Context: an optimization exercise on an open-source flow, tuned for small area. The choices shown serve that exercise and are no tape-out recipe. Function was checked by simulation only, so behaviour that the tests miss may differ from the original. Power and IR drop assume default switching activity.

== the baseline ==
Design ssd1675a_ctrl, start of the top module:
module ssd1675a_ctrl(clk, rst, cmd_valid, cmd_ready, cmd_opc, cmd_code, cmd_has_payload, cmd_len, cmd_x0, cmd_x1, cmd_y0, cmd_y1, dat_valid, dat_ready, dat_byte, done, status, seq_ready, spi_sclk, spi_mosi, spi_cs_n
, spi_dc, panel_rst_n, panel_busy);
Size in the first run: about 100 I/O pins, about 4200 um2 of cells after synthesis.
Settings: LEC_CHECK=0, ABC_AREA=1, CAP_MARGIN=20, CORE_MARGIN=2, CORE_UTILIZATION=40, PLACE_DENSITY=0.6, SLEW_MARGIN=20; clock period 10.0 ns.
standard.sh (not shown) runs the stock make flow with config.mk's settings and CLKGATE_MAP_FILE= SYNTH_SCRIPT=/design/flow/synth_recipe.tcl, a recipe that flattens the netlist after the stock synthesis.
==> flow/flow/run.sh <==
#!/bin/bash
# The standard layout (standard.sh) with two changes to how it is made:
#  - synthesis maps the logic with flow/abc_area.script (an area-oriented ABC
#    mapping, selected by ABC_AREA=1 in config.mk) from a private copy of the ORFS
#    scripts folder; everything else in that folder is ORFS's own, unchanged;
#  - every input and output port gets sky130_fd_sc_hd__buf_1 as its buffer.
set -euo pipefail
rm -rf scripts_local
cp -r "$FLOW_HOME/scripts" scripts_local
cp flow/abc_area.script scripts_local/abc_area.script
export SCRIPTS_DIR="$PWD/scripts_local"
export BUFFER_PORTS_ARGS="-buffer_cell sky130_fd_sc_hd__buf_1"
bash standard.sh > standard_flow.log 2>&1
==> flow/flow/abc_area.script <==
strash
dch -f
amap -F 1000
topo
The baseline finished every step from synthesis to the final layout, and the layout passed the timing, DRC and antenna checks.
For the candidate, these inputs were changed with respect to the baseline:
# the baseline
export LEC_CHECK = 0
export ABC_AREA = 1
export CAP_MARGIN = 20
export CORE_MARGIN = 2
export CORE_UTILIZATION = 40
export PLACE_DENSITY = 0.6
export SLEW_MARGIN = 20
create_clock -name core_clock -period 10.0 [get_ports {clk}]
# the candidate
export LEC_CHECK = 0
export ABC_AREA = 1
export CAP_MARGIN = 20
export CORE_MARGIN = 2
export CORE_UTILIZATION = 40
export CTS_BUF_LIST = sky130_fd_sc_hd__clkbuf_16
export CTS_CLUSTER_DIAMETER = 300
export CTS_CLUSTER_SIZE = 60
export PLACE_DENSITY = 0.6
export SLEW_MARGIN = 20
create_clock -name core_clock -period 10.0 [get_ports {clk}]
[summary]
[compare] base=the baseline new=the candidate: via count of the first global-routing pass was more or less identical; routed wire length about even; clock power rose by 31%; clock skew saw a decrease; cell-internal power increased by about 5.3% relative to the old numbers.
On initial cell density of the core, the candidate and the baseline are neck and neck.
Comparing the candidate and the baseline, the higher flop-to-flop setup slack is on the baseline.

========
== P ==
Starting RTL as in the previous note.
export LEC_CHECK = 0
export ABC_AREA = 1
export CAP_MARGIN = 20
export CORE_MARGIN = 2
export CORE_UTILIZATION = 40
export PLACE_DENSITY = 0.6
export SLEW_MARGIN = 20
create_clock -name core_clock -period 10.0 [get_ports {clk}]
==> flow/flow/run.sh <==
#!/bin/bash
# The standard layout (standard.sh, unchanged synthesis), with the smallest buffer,
# sky130_fd_sc_hd__buf_1, as the buffer that every input and output port gets.
set -euo pipefail
export BUFFER_PORTS_ARGS="-buffer_cell sky130_fd_sc_hd__buf_1"
bash standard.sh > standard_flow.log 2>&1
In summary, P completed successfully, with a layout that passed the timing, DRC and antenna checks.
Modified inputs, Q compared to P
==> flow/flow/run.sh <==
#!/bin/bash
# The standard layout (standard.sh) with two changes to how it is made:
#  - synthesis maps the logic with flow/abc_area.script (an area-oriented ABC
#    mapping, selected by ABC_AREA=1 in config.mk) from a private copy of the ORFS
#    scripts folder; everything else in that folder is ORFS's own, unchanged;
#  - every input and output port gets sky130_fd_sc_hd__buf_1 as its buffer.
set -euo pipefail
rm -rf scripts_local
cp -r "$FLOW_HOME/scripts" scripts_local
cp flow/abc_area.script scripts_local/abc_area.script
export SCRIPTS_DIR="$PWD/scripts_local"
export BUFFER_PORTS_ARGS="-buffer_cell sky130_fd_sc_hd__buf_1"
bash standard.sh > standard_flow.log 2>&1
==> flow/flow/abc_area.script (new file) <==
strash
dch -f
amap -F 1000
topo
diff --git a/flow/config.mk b/flow/config.mk
--- a/flow/config.mk
+++ b/flow/config.mk
@@ -11,2 +11,5 @@
 export CORE_UTILIZATION = 40
+export CTS_BUF_LIST = sky130_fd_sc_hd__clkbuf_8
+export CTS_CLUSTER_DIAMETER = 100
+export CTS_CLUSTER_SIZE = 30
 export PLACE_DENSITY = 0.6
## What came out
- On clock tree skew after final layout, P beats Q.
- Q ends up with a growth of design area from synthesis to finish that is 3.7 points higher than in P.
- Comparing least setup slack across all paths after layout for Q and P, the smaller number came from Q.
- Diff P -> Q: critical path depth went up 13, cell count went down 199, combinational power went down about 10%.
- For Q, the most common library cell in the layout ignoring fill and taps was sky130_fd_sc_hd__buf_1, unlike P, where it was sky130_fd_sc_hd__nand2_1.

[re-timing with driven ports]
Ports are ideal in the flow. The routed layouts listed here were re-timed in OpenROAD.
Step 1, drivers: a clkbuf_16 drives clk and a buf_2 each remaining input, both assumed.
Step 2 adds t to the input delays and takes it off the output delays; t is the mean of the earliest and latest rising clock arrival at the registers after step 1. Input paths then give back, and output paths get back, about the clock's delay inside the block.
Three values: ideal, step 1, step 2; two values: the first two.
| run | shift t [ns] | slack for setup (ns) | worst setup path at the end | worst data-port slew with drivers (ns) |
|---|---|---|---|---|
| the baseline | 0.347 | 4.210 / 4.210 / 4.210 | register to register | 0.04 |
| the candidate | 0.330 | 4.109 / 4.109 / 4.109 | register to register | 0.04 |
| P | 0.350 | 5.373 / 5.333 / 5.413 | input to register | 0.04 |
| Q | 0.346 | 4.162 / 4.162 / 4.162 | register to register | 0.04 |
After both steps every run listed still meets setup and hold.
